Context: an optimization exercise on an open-source flow, tuned for small area. The choices shown serve that exercise and are no tape-out recipe.
Function was checked by simulation only, so behaviour that the tests miss may differ from the original.
The flow treats the clock pin as an ideal source. Dropping or thinning the clock tree relies on that and would not hold on a real chip.
Power and IR drop assume default switching activity.

`flow/flow/run.sh`:
```
#!/bin/bash
set -euo pipefail
export BUFFER_PORTS_ARGS="-buffer_cell sky130_fd_sc_hd__buf_1"
export CTS_ARGS="-sink_clustering_enable -repair_clock_nets -dont_use_dummy_load -buf_list sky130_fd_sc_hd__clkbuf_4"
bash standard.sh synth > synth.log 2>&1
R=orfs/results/$FLOW_PLATFORM/twpc_slave/base
cp $R/1_2_yosys.v std_1_2_yosys.v
bash flow/reopt.sh $PWD/std_1_2_yosys.v $PWD/reopt.v $PWD/reopt > reopt.log 2>&1
cp reopt.v $R/1_2_yosys.v
rm -f $R/1_synth.odb $R/1_synth.sdc
bash standard.sh cts > cts.log 2>&1
CTS_ODB=$PWD/$R/4_cts.odb openroad -no_init -exit flow/clock_tree.tcl > clock_tree.log 2>&1
bash standard.sh > finish.log 2>&1
```
`flow/flow/abc_nfm_s10.script`:
```
strash
dc2
dch -f
map -a
strash
&get -n
&deepsyn -T 120 -S 10
&put
&get -n
&nf -R 1000 -p
&put
mfs2 -a
strash
&get -n
&nf -R 1000 -p
&put
```
`flow/flow/abc_nfm_s100.script`:
```
strash
dc2
dch -f
map -a
strash
&get -n
&deepsyn -T 120 -S 100
&put
&get -n
&nf -R 1000 -p
&put
mfs2 -a
strash
&get -n
&nf -R 1000 -p
&put
```
`flow/flow/abc_nfm_s12.script`:
```
strash
dc2
dch -f
map -a
strash
&get -n
&deepsyn -T 120 -S 12
&put
&get -n
&nf -R 1000 -p
&put
mfs2 -a
strash
&get -n
&nf -R 1000 -p
&put
```
`flow/flow/abc_nfm_s14.script`:
```
strash
dc2
dch -f
map -a
strash
&get -n
&deepsyn -T 120 -S 14
&put
&get -n
&nf -R 1000 -p
&put
mfs2 -a
strash
&get -n
&nf -R 1000 -p
&put
```
`flow/flow/abc_nfm_s16.script`:
```
strash
dc2
dch -f
map -a
strash
&get -n
&deepsyn -T 120 -S 16
&put
&get -n
&nf -R 1000 -p
&put
mfs2 -a
strash
&get -n
&nf -R 1000 -p
&put
```
`flow/flow/abc_nfm_s29.script`:
```
strash
dc2
dch -f
map -a
strash
&get -n
&deepsyn -T 120 -S 29
&put
&get -n
&nf -R 1000 -p
&put
mfs2 -a
strash
&get -n
&nf -R 1000 -p
&put
```
`flow/flow/abc_nfm_s4.script`:
```
strash
dc2
dch -f
map -a
strash
&get -n
&deepsyn -T 120 -S 4
&put
&get -n
&nf -R 1000 -p
&put
mfs2 -a
strash
&get -n
&nf -R 1000 -p
&put
```
`flow/flow/abc_nfm_s8.script`:
```
strash
dc2
dch -f
map -a
strash
&get -n
&deepsyn -T 120 -S 8
&put
&get -n
&nf -R 1000 -p
&put
mfs2 -a
strash
&get -n
&nf -R 1000 -p
&put
```
`flow/flow/abc_nfm_s93.script`:
```
strash
dc2
dch -f
map -a
strash
&get -n
&deepsyn -T 120 -S 93
&put
&get -n
&nf -R 1000 -p
&put
mfs2 -a
strash
&get -n
&nf -R 1000 -p
&put
```
`flow/flow/abc_nfm_s95.script`:
```
strash
dc2
dch -f
map -a
strash
&get -n
&deepsyn -T 120 -S 95
&put
&get -n
&nf -R 1000 -p
&put
mfs2 -a
strash
&get -n
&nf -R 1000 -p
&put
```
`flow/flow/abc_nfm_s97.script`:
```
strash
dc2
dch -f
map -a
strash
&get -n
&deepsyn -T 120 -S 97
&put
&get -n
&nf -R 1000 -p
&put
mfs2 -a
strash
&get -n
&nf -R 1000 -p
&put
```
`flow/flow/abc_nfm_s99.script`:
```
strash
dc2
dch -f
map -a
strash
&get -n
&deepsyn -T 120 -S 99
&put
&get -n
&nf -R 1000 -p
&put
mfs2 -a
strash
&get -n
&nf -R 1000 -p
&put
```
`flow/flow/clock_tree.tcl`:
```
proc merge_clock_tree {cell nleaf} {
  set db [ord::get_db]
  set block [ord::get_db_block]
  set clk_net [$block findNet clk]
  set roots {}
  foreach it [$clk_net getITerms] { if {[$it isInputSignal]} { lappend roots [$it getInst] } }
  set root [lindex $roots 0]
  set rootnet [[$root findITerm X] getNet]
  set leaves {}
  foreach it [$rootnet getITerms] {
    set inst [$it getInst]
    if {$inst eq $root} continue
    lappend leaves [list [lindex [$inst getLocation] 1] [lindex [$inst getLocation] 0] $inst]
  }
  set leaves [lsort -real -index 0 [lsort -real -index 1 $leaves]]
  set n [llength $leaves]
  set per [expr {int(ceil(double($n)/$nleaf))}]
  set keep {}
  for {set i 0} {$i < $n} {incr i $per} {
    set k [lindex $leaves $i 2]
    lappend keep $k
    set knet [[$k findITerm X] getNet]
    for {set m [expr {$i+1}]} {$m < min($i+$per,$n)} {incr m} {
      set b [lindex $leaves $m 2]
      set onet [[$b findITerm X] getNet]
      foreach it [$onet getITerms] {
        if {[$it getInst] eq $b} continue
        $it disconnect; $it connect $knet
      }
      [$b findITerm A] disconnect; [$b findITerm X] disconnect
      odb::dbInst_destroy $b; odb::dbNet_destroy $onet
    }
  }
  foreach k $keep { [$k findITerm A] disconnect; [$k findITerm A] connect $clk_net; $k swapMaster [$db findMaster $cell] }
  [$root findITerm A] disconnect; [$root findITerm X] disconnect
  odb::dbInst_destroy $root; odb::dbNet_destroy $rootnet
  puts "merge: [llength $keep] leaves of $cell"
}

read_db $::env(CTS_ODB)
merge_clock_tree sky130_fd_sc_hd__clkbuf_8 4
detailed_placement
check_placement -verbose
write_db $::env(CTS_ODB)
```
`flow/flow/reopt.sh`:
```
#!/bin/bash
set -euo pipefail
IN=$1; OUT=$2; LP=$3
HERE=$(cd "$(dirname "$0")" && pwd)
LIB=$FLOW_HOME/platforms/sky130hd/lib/sky130_fd_sc_hd__tt_025C_1v80.lib
DONT="sky130_fd_sc_hd__probe_p_8 sky130_fd_sc_hd__probec_p_8 sky130_fd_sc_hd__lpflow_*"
SEQ=$(grep -o 'sky130_fd_sc_hd__[a-z0-9_]*' "$IN" | sort -u | grep -E '__(s?e?df|dl|sdl)' | tr '\n' ' ')
run_one() {
  s=$1
  n=$(basename "$s" .script)
  DU=""; for c in $(grep -o 'sky130_fd_sc_hd__[a-z0-9_]*' "$LIB" | sort -u); do
    case $c in sky130_fd_sc_hd__probe_p_8|sky130_fd_sc_hd__probec_p_8|sky130_fd_sc_hd__lpflow_*) DU="$DU -dont_use $c";; esac
  done
  cat > "$LP.$n.ys" <<EOY
read_liberty -overwrite -ignore_miss_func -ignore_miss_dir $LIB
read_verilog $IN
hierarchy -top twpc_slave
blackbox $SEQ
flatten
rename -hide w:*.*
opt_clean -purge
abc -liberty $LIB $DU -script $s
opt_clean -purge
hilomap -singleton -hicell sky130_fd_sc_hd__conb_1 HI -locell sky130_fd_sc_hd__conb_1 LO
insbuf -buf sky130_fd_sc_hd__buf_4 A X
splitnets
opt_clean -purge
delete t:\$scopeinfo
tee -o $LP.$n.stat stat -liberty $LIB
write_verilog -noattr -noexpr -nohex -nodec $LP.$n.v
EOY
  timeout 900 yosys -p "script $LP.$n.ys" > "$LP.$n.log" 2>&1 || true
}
# run the scripts, NUM_CORES at a time
N=${NUM_CORES:-4}
for s in "$HERE"/abc_*.script; do
  while [ "$(jobs -rp | wc -l)" -ge "$N" ]; do sleep 1; done
  run_one "$s" &
done
wait
best=""; besta=1e12
for s in "$HERE"/abc_*.script; do
  n=$(basename "$s" .script)
  [ -f "$LP.$n.stat" ] && [ -f "$LP.$n.v" ] || continue
  if grep -q '\$lut\|\$_' "$LP.$n.stat"; then continue; fi
  a=$(grep "Chip area" "$LP.$n.stat" | awk '{print $NF}')
  echo "$n $a"
  if awk "BEGIN{exit !($a < $besta)}"; then besta=$a; best=$n; fi
done
echo "best $best $besta"
cp "$LP.$best.v" "$OUT"
```
`flow/standard.sh`:
```
#!/bin/bash
# synth_recipe.tcl (not shown) runs the flow's synth.tcl, then flattens the netlist and writes it again
# the make line also repeats each setting of config.mk as NAME=value (left out here)
make -C /OpenROAD-flow-scripts/flow DESIGN_CONFIG=/design/flow/config.mk WORK_HOME=/design/flow/orfs CLKGATE_MAP_FILE= SYNTH_SCRIPT=/design/flow/synth_recipe.tcl "${@:-finish}"
```
`flow/config.mk`:
```
export PLATFORM = sky130hd
export DESIGN_NAME = twpc_slave
export DESIGN_NICKNAME = twpc_slave
export VERILOG_FILES = /design/flow/design.v
export SDC_FILE = /design/flow/constraint.sdc
export NUM_CORES = 4
export LEC_CHECK = 0
export ABC_AREA = 1
export CAP_MARGIN = 0
export CORE_MARGIN = 2
export CORE_UTILIZATION = 40
export GPL_TIMING_DRIVEN = 0
export SLEW_MARGIN = 0
```
`flow/constraint.sdc`:
```
create_clock -name core_clock -period 5.0 [get_ports {clk}]
set_input_delay 1.0000 -clock core_clock [delete_from_list [all_inputs] [get_ports {clk}]]
set_output_delay 1.0000 -clock core_clock [all_outputs]
set_load 0.01 [all_outputs]
```
`flow/design.v`:
```
module twpc_slave (
    input  wire        clk,
    input  wire        rst,           
    input  wire        line_in,       
    input  wire [7:0]  my_type,       
    input  wire [23:0] my_ident,      
    output wire        drv,           
    output reg         light,
    output reg  [1:0]  motor_dir,     
    output reg  [7:0]  motor_speed,
    output reg  [1:0]  state,         
    output reg  [7:0]  own_id
);
    localparam [1:0] S_UNASSIGNED = 2'd0, S_RESPOND = 2'd1, S_SERVING = 2'd2, S_STANDBY = 2'd3;
    reg        tx;           
    reg [6:0]  c;            
    reg [24:0] q;            
    reg [2:0]  sel;
    wire       vf = sel[2];
    wire s = line_in;
    reg [23:0] w;
    integer m;
    always @(*)
        for (m = 0; m < 24; m = m + 1)
            w[m] = q[(62 - 2 * m + 50) % 25];
    wire [7:0] uid = w[7:0];
    wire [7:0] cmd = w[15:8];
    wire [7:0] arg = w[23:16];
    wire       data   = c[6];
    wire [1:0] seg    = c[5:4];           
    wire [2:0] j      = c[3:1];           
    wire       x      = ~(q[22] ^ q[6] ^ q[15]);
    wire [31:0] straps = {my_type, my_ident};
    wire       dbit = sel[2] ? (sel[1] ? (j[2:1] == 2'b00) : (j == 3'd2))
                             : straps[{sel[1:0], j}];
    wire       g = (seg == 2'd0) ? q[15] :
                   (seg == 2'd1) ? dbit  :
                                   (j == 3'd0);
    assign drv = tx ? (c[0] & (~c[6] | q[0])) : (~c[6] & ~c[1] & c[0]);
    wire done      = tx ? (~c[6] & ~c[5]) : (&c);
    wire rx_done   = ~tx & done;
    wire valid     = vf;
    wire addressed = (uid == own_id);
    wire bcast     = (uid == 8'hFF);
    wire st_u      = (state == S_UNASSIGNED);
    wire st_r      = (state == S_RESPOND);
    wire st_s      = (state == S_SERVING);
    wire st_b      = (state == S_STANDBY);
    wire is_newdev = (cmd == 8'h05);
    wire marker    = valid & bcast & is_newdev;
    wire arm_tx = rx_done & valid &
                  (st_u ? (cmd == 8'h0F && !addressed && !bcast) : (~st_b & addressed));
    wire [2:0] sel_new = (cmd[7:2] == 6'b000011) ? {1'b0, cmd[1:0]} :
                         is_newdev                ? 3'b100 :
                         (cmd <= 8'h11)           ? 3'b101 : 3'b110;
    wire execute = rx_done & valid & st_s & (addressed | bcast);
    wire hi0     = (cmd[7:4] == 4'h0);
    wire c_light = hi0 & ((cmd[3:0] == 4'h7) | (cmd[3:0] == 4'h8));
    wire c_motor = hi0 & (cmd[3:2] == 2'b10) & (cmd[1:0] != 2'b00);
    wire inc = tx | data | (c[0] ? (~c[1] | ~s) : s);
    always @(posedge clk) begin
        if (rst) begin
            tx  <= 1'b0;
            c   <= 7'd60;
        end else if (done) begin
            tx  <= arm_tx;
            c   <= (~tx & st_u & ~arm_tx) ? 7'd60 : 7'd62;
        end else if (inc) begin
            c   <= c + 7'd1;
        end
    end
    wire bit_tick = data & ~c[0];
    wire wr       = bit_tick & (tx | (seg != 2'd3));
    always @(posedge clk) begin
        q <= {q[23:0], wr ? (tx ? (seg == 2'd3 ? x : g) : s) : q[24]};
    end
    always @(posedge clk) begin
        if (arm_tx) begin
            sel <= sel_new;
        end else begin
            if (rx_done & marker)
                sel[1:0] <= st_b ? sel[1:0] + 2'd1 : 2'd0;
            if (bit_tick & ~tx)
                sel[2] <= (seg != 2'd3) | (vf & (s == x));
        end
    end
    always @(posedge clk) begin
        if (rst) begin
            light       <= 1'b0;
            motor_dir   <= 2'd0;
            motor_speed <= 8'd0;
            state       <= S_UNASSIGNED;
            own_id      <= 8'd0;
        end else begin
            if (tx & done) begin
                if (st_r && sel == 3'b010) state <= S_SERVING;
                if (st_s && sel == 3'b100) state <= S_STANDBY;
            end
            if (rx_done) begin
                if (st_u & arm_tx) begin
                    own_id <= uid;
                    state  <= S_RESPOND;
                end
                if (st_s & marker)
                    state <= S_STANDBY;
                if (st_b & marker & (sel[1:0] == 2'd2))
                    state <= S_SERVING;
            end
            if (execute & c_light)
                light <= ~cmd[3];
            if (execute & c_motor) begin
                motor_dir   <= {cmd[1] & cmd[0], cmd[1] & ~cmd[0]};
                motor_speed <= cmd[1] ? arg : 8'd0;
            end
        end
    end
endmodule
```
==> flow_summary.yaml, run 1 <==
layout:
  insertedDiodeCount: 0
  drive_gt1_frac: 0.0143
  finish.utilization: 0.489
  instances_no_fill: 350
  design_area_sq_um: 2530
  finalNetCount: 317
  synthToLayoutAreaGrowth_pct: 16.2
clock_tree:
  cts_setup_buffers: 0
  clock-sinks: 57
  worstSkewPairLatency_ns: 0.16
  cts_resized: 0
  cts_hold_buf: 0
  path_clk_slew_ns: 0.10
critical_path:
  crit_arrival_ns: 4.24
  crit_type: "input pin to flop"
  path_max_fanout: 10
  endpoint_kind: "flop"
  critPathLaunch: "line_in"
  cp.required_ns: 5.10
  crit_path_start_kind: "input pin"
  reg2reg_from: "tx"
logic_synthesis:
  synthesis.nets: 255
  syn_inst: 220
  netlist_area_sq_um: 2180
  postSynthAreaPerCell_sq_um: 9.89
  yosysWarnings: 1
sta:
  setup_violations: 0
  max_freq_mhz: 242
  fin_crit_sh: 0.828
  slew_violations: 0
  tns_ns: 0
  final.min_clock_period_ns: 4.14
  relSlewSlack: 0.180
  hold_viol_final: 0
  clock_skew_ns: 0.0269
  rsz0062_at_grt: "no"
  tightest_slew_ns: 1.22
pwr:
  p_sw_mw: 0.134
  swShare: 0.197
  p_seq_frac: 0.679
  combinationalPowerShare: 0.043
  p_leak_nw: 0.910
  intPower_mw: 0.547
  peakVddDrop_mv: 0.217
  power.density_nw_per_um2: 269
  clkPwrFrac: 0.278
floorplanning:
  io_pins: 57
  fp.dieH_um: 77.8
  core_sq_um: 5170
  row_count: 26
  dieArea_sq_um: 6050
  die_w_um: 77.8
  start_util: 0.421
global_route:
  track_usage: 0.166
  overflow: 0
  grt_max_degree: 19
  antenna_found_initial: 0
  grt_pass1_wl_um: 8240
  grt_pass1_vias: 1758
placement:
  place_inst: 346
  routabilityCongestion: 0.785
  place_hpwl_um: 3610
  numPortBuffers: 56
  placed_cell_area_sq_um: 2470
min_path:
  worstHoldStart: "q[9]"
  hp-class: "flop to flop"
drt:
  ant_nets: 0
  via_count: 1891
  post_drt_wl_per_cell_um: 14.0
  drc: 0
  routed_wl_um: 4900
  drt_iter0_drc: 92
  via_per_inst: 5.40
  first_pass_iters: 4
status:
  status: "complete, no violations"
job:
  cap_violations: 0
[worst paths after layout]
| kind | endpoint | slack, ns | depth (start not counted) |
|---|---|---|---|
| worst min-delay path | q[10] | 0.36 | 0 |
| worst min register to register | q[10] | 0.36 | 0 |
| worst max-delay path | motor_dir[0] | 0.86 | 13 |
| worst max register to register | motor_dir[0] | 1.42 | 11 |
[critical path, stage by stage]
cell and delay [ns]:
buf_1 0.12, nor2_1 0.16, o311ai_0 0.30, nor3_1 0.35, nand2_1 0.11, nor2_1 0.22, and4b_1 0.34, nand4b_1 0.17
nor2_1 0.15, nand2_1 0.08, nor3b_1 0.90, clkinv_1 0.15, o21ai_0 0.17
[cell type report]
type / count / area [sq um]
Inverter: 6 / 22.5
Sequential cell: 57 / 1170
Multi-Input combinational cell: 157 / 982
Clock buffer: 4 / 55.1
Timing Repair Buffer: 56 / 210
Tap cell: 70 / 87.6
Fill cell: 533 / 2640
[cells in the final DEF, fill, tap and decap left out, drive strengths merged, types with 3 or more instances in the layout]
| cell type | count |
|---|---|
| a21oi | 12 |
| a222oi | 4 |
| a22o | 17 |
| a22oi | 3 |
| a31oi | 4 |
| buf | 56 |
| clkbuf | 4 |
| clkinv | 6 |
| dfxtp | 54 |
| edfxtp | 3 |
| nand2 | 18 |
| nand2b | 3 |
| nand3 | 3 |
| nand4 | 4 |
| nand4b | 4 |
| nor2 | 20 |
| nor3 | 11 |
| o21ai | 10 |
| o221ai | 3 |
| o22ai | 6 |
| o31ai | 3 |
| xnor2 | 5 |
| xor2 | 8 |
[stage by stage]
step / setup WS [ns] / power (mW) / hold WS [ns]
2_1_floorplan: 1.56 / 0.487 / 0.310
3_3_place_gp: 0.574 / 0.503 / 0.312
3_5_place_dp: 0.607 / 0.503 / 0.315
4_1_cts: 0.989 / 0.722 / 0.335
5_1_grt: 0.313 / 0.707 / 0.357
6_report: 0.860 / 0.681 / 0.355
[flip-flops by register name, indices dropped and copies added (netlist names)]
name         count
motor_speed      8
q               25
own_id           8
light            1
sel              3
c                7
state            2
motor_dir        2
tx               1
[layer usage]
| metal | vias up | part of all wire | track usage |
|---|---|---|---|
| li1 | 960 | - | - |
| met1 | 884 | 0.51 | 0.247 |
| met2 | 44 | 0.44 | 0.253 |
| met3 | 3 | 0.043 | 0.0186 |
| met4 | 0 | 0.0049 | 0.0482 |
| met5 | - | 0 | 0 |
[power groups by stage]
stage	Clock (mW)	Sequential [mW]	Combinational, mW
after floorplan	0	0.473	0.0145
after global placement	0	0.474	0.0291
after detailed placement	0	0.473	0.0296
after CTS	0.230	0.463	0.0296
after global routing	0.210	0.464	0.0333
final	0.189	0.463	0.0293
==> run 2: changes to the inputs <==
==> flow/flow/abc_nfa_s18.script (new file) <==
strash
dc2
dch -f
amap
strash
&get -n
&deepsyn -T 120 -S 18
&put
&get -n
&nf -R 1000 -p
&put
mfs2 -a
strash
&get -n
&nf -R 1000 -p
&put
==> flow/flow/abc_nfa_s20.script (new file) <==
strash
dc2
dch -f
amap
strash
&get -n
&deepsyn -T 120 -S 20
&put
&get -n
&nf -R 1000 -p
&put
mfs2 -a
strash
&get -n
&nf -R 1000 -p
&put
==> flow/flow/abc_nfa_s22.script (new file) <==
strash
dc2
dch -f
amap
strash
&get -n
&deepsyn -T 120 -S 22
&put
&get -n
&nf -R 1000 -p
&put
mfs2 -a
strash
&get -n
&nf -R 1000 -p
&put
==> flow/flow/abc_nfa_s24.script (new file) <==
strash
dc2
dch -f
amap
strash
&get -n
&deepsyn -T 120 -S 24
&put
&get -n
&nf -R 1000 -p
&put
mfs2 -a
strash
&get -n
&nf -R 1000 -p
&put
==> flow/flow/abc_nfa_s26.script (new file) <==
strash
dc2
dch -f
amap
strash
&get -n
&deepsyn -T 120 -S 26
&put
&get -n
&nf -R 1000 -p
&put
mfs2 -a
strash
&get -n
&nf -R 1000 -p
&put
==> flow/flow/abc_nfa_s28.script (new file) <==
strash
dc2
dch -f
amap
strash
&get -n
&deepsyn -T 120 -S 28
&put
&get -n
&nf -R 1000 -p
&put
mfs2 -a
strash
&get -n
&nf -R 1000 -p
&put
==> flow/flow/abc_nfa_s30.script (new file) <==
strash
dc2
dch -f
amap
strash
&get -n
&deepsyn -T 120 -S 30
&put
&get -n
&nf -R 1000 -p
&put
mfs2 -a
strash
&get -n
&nf -R 1000 -p
&put
==> flow/flow/abc_nfa_s32.script (new file) <==
strash
dc2
dch -f
amap
strash
&get -n
&deepsyn -T 120 -S 32
&put
&get -n
&nf -R 1000 -p
&put
mfs2 -a
strash
&get -n
&nf -R 1000 -p
&put
==> flow/flow/abc_nfa_s34.script (new file) <==
strash
dc2
dch -f
amap
strash
&get -n
&deepsyn -T 120 -S 34
&put
&get -n
&nf -R 1000 -p
&put
mfs2 -a
strash
&get -n
&nf -R 1000 -p
&put
==> flow/flow/abc_nfa_s36.script (new file) <==
strash
dc2
dch -f
amap
strash
&get -n
&deepsyn -T 120 -S 36
&put
&get -n
&nf -R 1000 -p
&put
mfs2 -a
strash
&get -n
&nf -R 1000 -p
&put
==> flow/flow/abc_nfa_s38.script (new file) <==
strash
dc2
dch -f
amap
strash
&get -n
&deepsyn -T 120 -S 38
&put
&get -n
&nf -R 1000 -p
&put
mfs2 -a
strash
&get -n
&nf -R 1000 -p
&put
removed: flow/flow/abc_nfm_s10.script
removed: flow/flow/abc_nfm_s100.script
removed: flow/flow/abc_nfm_s12.script
removed: flow/flow/abc_nfm_s14.script
removed: flow/flow/abc_nfm_s16.script
removed: flow/flow/abc_nfm_s4.script
removed: flow/flow/abc_nfm_s8.script
removed: flow/flow/abc_nfm_s93.script
removed: flow/flow/abc_nfm_s95.script
removed: flow/flow/abc_nfm_s97.script
removed: flow/flow/abc_nfm_s99.script
==> run 2 against run 1 <==
Still clean; global-route usage unchanged; utilization unchanged; final cell count unchanged; non-clock buffer count unchanged.
==> flow_summary.yaml, run 2 <==
logic_synthesis:
  postSynthAreaPerCell_sq_um: 9.89
  netlist_area_sq_um: 2180
  yosysWarnings: 1
  syn_inst: 220
  synthesis.nets: 255
clock_tree:
  path_clk_slew_ns: 0.10
  worstSkewPairLatency_ns: 0.16
  cts_resized: 0
  cts_hold_buf: 0
  cts_setup_buffers: 0
  clock-sinks: 57
global_route:
  antenna_found_initial: 0
  grt_max_degree: 19
  track_usage: 0.166
  grt_pass1_wl_um: 8240
  overflow: 0
  grt_pass1_vias: 1758
sta:
  final.min_clock_period_ns: 4.14
  setup_ws_ns: 0.860
  setup_violations: 0
  fin_crit_sh: 0.828
  clock_skew_ns: 0.0269
  slew_violations: 0
  tns_ns: 0
  max_freq_mhz: 242
  rsz0062_at_grt: "no"
  hold_viol_final: 0
  relSlewSlack: 0.180
  tightest_slew_ns: 1.22
pwr:
  power.density_nw_per_um2: 269
  peakVddDrop_mv: 0.217
  p_leak_nw: 0.910
drt:
  via_count: 1891
  routed_wl_um: 4900
  first_pass_iters: 4
  via_per_inst: 5.40
  ant_nets: 0
  post_drt_wl_per_cell_um: 14.0
  drt_iter0_drc: 92
  drc: 0
floorplanning:
  row_count: 26
  start_util: 0.421
  io_pins: 57
  dieArea_sq_um: 6050
  fp.dieH_um: 77.8
  core_sq_um: 5170
  die_w_um: 77.8
job:
  cap_violations: 0
layout:
  finalNetCount: 317
  final_cell_mix: "buf_1, dfxtp_1, nor2_1"
  synthToLayoutAreaGrowth_pct: 16.2
  largest_register_ffs: 25
  drive_gt1_frac: 0.0143
  regMostFlops: "q"
  final_common_cell: "buf_1"
  insertedDiodeCount: 0
  reg_top3: "q: 25 flops, motor_speed: 8 flops, own_id: 8 flops"
  fillers: 533
critical_path:
  crit_path_start_kind: "input pin"
  path_max_fanout: 10
  cp.required_ns: 5.10
  reg2reg_slack_ns: 1.42
  crit_type: "input pin to flop"
  endpoint_kind: "flop"
  crit_arrival_ns: 4.24
placement:
  routabilityCongestion: 0.785
  place_hpwl_um: 3610
  numPortBuffers: 56
  post-place-ws_ns: 0.607
min_path:
  hp-class: "flop to flop"
status:
  status: "complete, no violations"
-- run 2: cell type report --
type	instances	area, sq um	area share
Sequential cell	57	1170	0.463
Multi-Input combinational cell	157	982	0.388
Timing Repair Buffer	56	210	0.0831
Tap cell	70	87.6	0.0346
Clock buffer	4	55.1	0.0218
Inverter	6	22.5	0.00891
-- run 2: critical path, cell delays in order --
cell	delay, ns
buf_1	0.12
nor2_1	0.16
o311ai_0	0.30
nor3_1	0.35
nand2_1	0.11
nor2_1	0.22
and4b_1	0.34
nand4b_1	0.17
nor2_1	0.15
nand2_1	0.08
nor3b_1	0.90
clkinv_1	0.15
o21ai_0	0.17
-- run 2: worst paths after layout --
path,startpoint,endpoint,depth (start not counted)
hold reg to reg,q[9],q[10],0
setup reg to reg,tx,motor_dir[0],11
setup / recovery,line_in,motor_dir[0],13
hold / removal,q[9],q[10],0
-- run 2: per-stage QoR --
| stage | total power [mW] | util | hold WS (ns) | std cells | area [sq um] |
|---|---|---|---|---|---|
| 2_1_floorplan | 0.487 | - | 0.310 | 220 | 2180 |
| 3_3_place_gp | 0.503 | 0.478 | 0.312 | 346 | 2470 |
| 3_5_place_dp | 0.503 | 0.478 | 0.315 | 346 | 2470 |
| 4_1_cts | 0.722 | 0.491 | 0.335 | 355 | 2540 |
| 5_1_grt | 0.707 | 0.489 | 0.357 | 350 | 2530 |
| 6_report | 0.681 | 0.489 | 0.355 | 350 | 2530 |
-- run 2: report_power, final --
part	total (mW)	internal (mW)	switching (mW)
clock network	0.189	0.0738	0.115
registers	0.463	0.460	0.00332
logic	0.0293	0.0135	0.0157
total	0.681	0.547	0.134
-- run 2: metal layers --
metal  routed length, um  GRT usage  vias up
li1                    -          -      960
met1                2520      0.247      884
met2                2140      0.253       44
met3                 210     0.0186        3
met4                  24     0.0482        0
met5                   0          0        -
==> run 3: changes to the inputs <==
==> flow/flow/abc_nfa_s2.script (new file) <==
strash
dc2
dch -f
amap
strash
&get -n
&deepsyn -T 120 -S 2
&put
&get -n
&nf -R 1000 -p
&put
mfs2 -a
strash
&get -n
&nf -R 1000 -p
&put
==> flow/flow/abc_nfa_s29.script (new file) <==
strash
dc2
dch -f
amap
strash
&get -n
&deepsyn -T 120 -S 29
&put
&get -n
&nf -R 1000 -p
&put
mfs2 -a
strash
&get -n
&nf -R 1000 -p
&put
==> flow/flow/abc_nfa_s41.script (new file) <==
strash
dc2
dch -f
amap
strash
&get -n
&deepsyn -T 120 -S 41
&put
&get -n
&nf -R 1000 -p
&put
mfs2 -a
strash
&get -n
&nf -R 1000 -p
&put
==> flow/flow/abc_nfa_s43.script (new file) <==
strash
dc2
dch -f
amap
strash
&get -n
&deepsyn -T 120 -S 43
&put
&get -n
&nf -R 1000 -p
&put
mfs2 -a
strash
&get -n
&nf -R 1000 -p
&put
==> flow/flow/abc_nfm_s13.script (new file) <==
strash
dc2
dch -f
map -a
strash
&get -n
&deepsyn -T 120 -S 13
&put
&get -n
&nf -R 1000 -p
&put
mfs2 -a
strash
&get -n
&nf -R 1000 -p
&put
==> flow/flow/abc_nfm_s19.script (new file) <==
strash
dc2
dch -f
map -a
strash
&get -n
&deepsyn -T 120 -S 19
&put
&get -n
&nf -R 1000 -p
&put
mfs2 -a
strash
&get -n
&nf -R 1000 -p
&put
==> flow/flow/abc_nfm_s2.script (new file) <==
strash
dc2
dch -f
map -a
strash
&get -n
&deepsyn -T 120 -S 2
&put
&get -n
&nf -R 1000 -p
&put
mfs2 -a
strash
&get -n
&nf -R 1000 -p
&put
==> flow/flow/abc_nfm_s25.script (new file) <==
strash
dc2
dch -f
map -a
strash
&get -n
&deepsyn -T 120 -S 25
&put
&get -n
&nf -R 1000 -p
&put
mfs2 -a
strash
&get -n
&nf -R 1000 -p
&put
==> flow/flow/abc_nfm_s27.script (new file) <==
strash
dc2
dch -f
map -a
strash
&get -n
&deepsyn -T 120 -S 27
&put
&get -n
&nf -R 1000 -p
&put
mfs2 -a
strash
&get -n
&nf -R 1000 -p
&put
==> flow/flow/abc_nfm_s3.script (new file) <==
strash
dc2
dch -f
map -a
strash
&get -n
&deepsyn -T 120 -S 3
&put
&get -n
&nf -R 1000 -p
&put
mfs2 -a
strash
&get -n
&nf -R 1000 -p
&put
==> flow/flow/abc_nfm_s31.script (new file) <==
strash
dc2
dch -f
map -a
strash
&get -n
&deepsyn -T 120 -S 31
&put
&get -n
&nf -R 1000 -p
&put
mfs2 -a
strash
&get -n
&nf -R 1000 -p
&put
==> flow/flow/abc_nfm_s33.script (new file) <==
strash
dc2
dch -f
map -a
strash
&get -n
&deepsyn -T 120 -S 33
&put
&get -n
&nf -R 1000 -p
&put
mfs2 -a
strash
&get -n
&nf -R 1000 -p
&put
==> flow/flow/abc_nfm_s35.script (new file) <==
strash
dc2
dch -f
map -a
strash
&get -n
&deepsyn -T 120 -S 35
&put
&get -n
&nf -R 1000 -p
&put
mfs2 -a
strash
&get -n
&nf -R 1000 -p
&put
==> flow/flow/abc_nfm_s37.script (new file) <==
strash
dc2
dch -f
map -a
strash
&get -n
&deepsyn -T 120 -S 37
&put
&get -n
&nf -R 1000 -p
&put
mfs2 -a
strash
&get -n
&nf -R 1000 -p
&put
==> flow/flow/abc_nfm_s7.script (new file) <==
strash
dc2
dch -f
map -a
strash
&get -n
&deepsyn -T 120 -S 7
&put
&get -n
&nf -R 1000 -p
&put
mfs2 -a
strash
&get -n
&nf -R 1000 -p
&put
==> flow/flow/abc_nfx_s2.script (new file) <==
strash
&get -n
&dc2
&put
dch -f
map -a
mfs2 -a
strash
&get -n
&deepsyn -T 120 -S 2
&put
&get -n
&nf -R 1000 -p
&put
mfs2 -a
strash
&get -n
&nf -R 1000 -p
&put
==> flow/flow/abc_nfx_s29.script (new file) <==
strash
&get -n
&dc2
&put
dch -f
map -a
mfs2 -a
strash
&get -n
&deepsyn -T 120 -S 29
&put
&get -n
&nf -R 1000 -p
&put
mfs2 -a
strash
&get -n
&nf -R 1000 -p
&put
==> flow/flow/abc_nfx_s45.script (new file) <==
strash
&get -n
&dc2
&put
dch -f
map -a
mfs2 -a
strash
&get -n
&deepsyn -T 120 -S 45
&put
&get -n
&nf -R 1000 -p
&put
mfs2 -a
strash
&get -n
&nf -R 1000 -p
&put
==> flow/flow/abc_nfx_s47.script (new file) <==
strash
&get -n
&dc2
&put
dch -f
map -a
mfs2 -a
strash
&get -n
&deepsyn -T 120 -S 47
&put
&get -n
&nf -R 1000 -p
&put
mfs2 -a
strash
&get -n
&nf -R 1000 -p
&put
--- a/flow/config.mk
+++ b/flow/config.mk
@@ -8,6 +8,5 @@
 export ABC_AREA = 1
-export CAP_MARGIN = 0
+export CAP_MARGIN = 20
 export CORE_MARGIN = 2
 export CORE_UTILIZATION = 40
-export GPL_TIMING_DRIVEN = 0
-export SLEW_MARGIN = 0
+export SLEW_MARGIN = 20
removed: flow/flow/abc_nfa_s18.script
removed: flow/flow/abc_nfa_s20.script
removed: flow/flow/abc_nfa_s22.script
removed: flow/flow/abc_nfa_s24.script
removed: flow/flow/abc_nfa_s26.script
removed: flow/flow/abc_nfa_s28.script
removed: flow/flow/abc_nfa_s30.script
removed: flow/flow/abc_nfa_s32.script
removed: flow/flow/abc_nfa_s34.script
removed: flow/flow/abc_nfa_s36.script
removed: flow/flow/abc_nfa_s38.script
==> run 3 against run 2 <==
Flip-flop and latch count is the same; count of clock-buffer cells in the layout is the same; global-route usage grew 0.19 points; final cell count grew 0.57%; clock power shrank 3%; worst setup slack gained 0.63 ns; design area grew 0.59%; total power shrank 0.69%; hold slack lost 0.021 ns; fmax grew 18%; sequential share of layout area shrank 0.27 points.
==> flow_summary.yaml, run 3 <==
sta:
  fin_crit_sh: 0.702
  whs_ns: 0.334
  tightest_slew_ns: 0.897
  hold_viol_final: 0
  relSlewSlack: 0.394
  clock_skew_ns: 0.0248
  final.min_clock_period_ns: 3.51
  rsz0062_at_grt: "no"
  setup_ws_ns: 1.49
  max_freq_mhz: 285
  tns_ns: 0
  setup_violations: 0
  slew_violations: 0
floorplanning:
  start_util: 0.421
  dieArea_sq_um: 6050
  core_sq_um: 5170
  fp.dieH_um: 77.8
  row_count: 26
  io_pins: 57
  die_w_um: 77.8
clock_tree:
  clock-sinks: 57
  cts_resized: 0
  worstSkewPairLatency_ns: 0.16
  path_clk_slew_ns: 0.08
  cts_hold_buf: 0
  cts_setup_buffers: 0
drt:
  drc: 0
  via_count: 1866
  ant_nets: 0
  routed_wl_um: 4980
  post_drt_wl_per_cell_um: 14.2
  via_per_inst: 5.30
  drt_iter0_drc: 93
  first_pass_iters: 4
global_route:
  grt_pass1_wl_um: 8090
  antenna_found_initial: 0
  track_usage: 0.168
  grt_max_degree: 19
  grt_pass1_vias: 1671
  overflow: 0
pwr:
  p_leak_nw: 0.921
  power.density_nw_per_um2: 266
  peakVddDrop_mv: 0.209
layout:
  finish.utilization: 0.492
  synthToLayoutAreaGrowth_pct: 16.9
  drive_gt1_frac: 0.0213
  final_common_cell: "buf_1"
  insertedDiodeCount: 0
  regMostFlops: "q"
  final_cell_mix: "buf_1, dfxtp_1, nor2_1"
  largest_register_ffs: 25
  finalNetCount: 319
  reg_top3: "q: 25 flops, motor_speed: 8 flops, own_id: 8 flops"
min_path:
  holdPathStages: 0
  hp-class: "flop to flop"
  worstHoldStart: "q[14]"
  min_delay_worst_endpoint: "q[15]"
critical_path:
  reg2reg_from: "tx"
  crit_arrival_ns: 3.60
  crit_type: "input pin to flop"
  rr_worst_depth: 12
  endpoint_kind: "flop"
  cp.required_ns: 5.09
  crit_path_start_kind: "input pin"
  reg2reg_slack_ns: 1.95
  path_max_fanout: 10
  r2r-end: "motor_speed[2]"
logic_synthesis:
  yosysWarnings: 1
  syn_inst: 220
  postSynthAreaPerCell_sq_um: 9.89
  synthesis.nets: 255
  netlist_area_sq_um: 2180
placement:
  routabilityCongestion: 0.838
  numPortBuffers: 56
  post-place-ws_ns: 1.34
  place_hpwl_um: 3750
job:
  cap_violations: 0
status:
  status: "complete, no violations"
run 3: cell types whose count changed in the layout (fill, tap and decap cells not counted), sizes merged:
cell,previous run,this run
buf,56,58
run 3: per-stage QoR:
| step | instances | total power, mW | area, sq um |
|---|---|---|---|
| 6_report | 352 | 0.677 | 2540 |
| 5_1_grt | 352 | 0.705 | 2540 |
| 4_1_cts | 357 | 0.719 | 2560 |
| 3_5_place_dp | 348 | 0.503 | 2490 |
| 3_3_place_gp | 348 | 0.503 | 2490 |
| 2_1_floorplan | 220 | 0.487 | 2180 |
run 3: report_power, final:
group | internal [mW] | total (mW) | switching, mW | leakage, nW
clock network | 0.0737 | 0.184 | 0.110 | 0.0288
logic | 0.0136 | 0.0293 | 0.0158 | 0.431
registers | 0.459 | 0.463 | 0.00353 | 0.461
total | 0.547 | 0.677 | 0.130 | 0.921
run 3: worst max path at each step:
stage          startpoint             end  slack, ns  cells after the start
2_1_floorplan     line_in    motor_dir[0]       1.56                     12
5_1_grt           line_in  motor_speed[2]       1.11                     13
4_1_cts           line_in  motor_speed[6]       1.74                     13
3_3_place_gp      line_in  motor_speed[7]       1.37                     13
6_report          line_in  motor_speed[2]       1.49                     13
3_5_place_dp      line_in  motor_speed[1]       1.34                     13
run 3: area by class of cell:
| class | instances | area [sq um] |
|---|---|---|
| fillers | 515 | 2630 |
| flip-flops and latches | 57 | 1170 |
| multi-input cells | 157 | 982 |
| repair buffers | 58 | 225 |
| well taps | 70 | 87.6 |
| clock buffers | 4 | 55.1 |
| inverters | 6 | 22.5 |
run 3: routing by layer:
layer | GRT usage | up-vias | share of wire | wire length, um
li1 | - | 973 | - | -
met3 | 0.0302 | 5 | 0.052 | 260
met2 | 0.249 | 46 | 0.43 | 2130
met1 | 0.246 | 842 | 0.51 | 2530
met4 | 0.0536 | 0 | 0.012 | 60
met5 | 0 | - | 0 | 0
run 3: critical path, cell delays in order:
cell and delay, ns:
buf_1 0.14, nor2_1 0.08, o311ai_0 0.74, nor3_1 0.19
nand2_1 0.12, nor2_1 0.07, and4b_1 0.25, nand4b_1 0.14
nor2_1 0.07, nand2_1 0.08, nor2_1 0.04, nor2_1 0.46
a22o_1 0.22

## re-timing with driven ports
How much do the figures lean on ideal ports? The routed layouts below were timed once more, with nothing changed but the port constraints. Step 1 assumes that a clkbuf_16 drives the clock port and a buf_2 every other input. Step 2, shift: input delay + t, output delay - t, t = (earliest + latest rising clock arrival at the registers) / 2. This alone moves slack from input paths to output paths. Three values: ideal ports, drivers, drivers and shift; two values: the first two.
run | t (ns) | slack for setup (ns) | worst register clock-pin slew, ns | worst data-port slew with drivers (ns)
run 1 | 0.195 | 0.860 / 0.886 / 0.691 | 0.10 / 0.10 | 0.04
run 2 | 0.195 | 0.860 / 0.886 / 0.691 | 0.10 / 0.10 | 0.04
run 3 | 0.202 | 1.489 / 1.519 / 1.318 | 0.10 / 0.10 | 0.04
After both steps setup and hold are still met in every run listed. For run 3, which loses most, drivers alone change the setup slack by +0.030 ns; drivers and shift together by -0.171 ns.
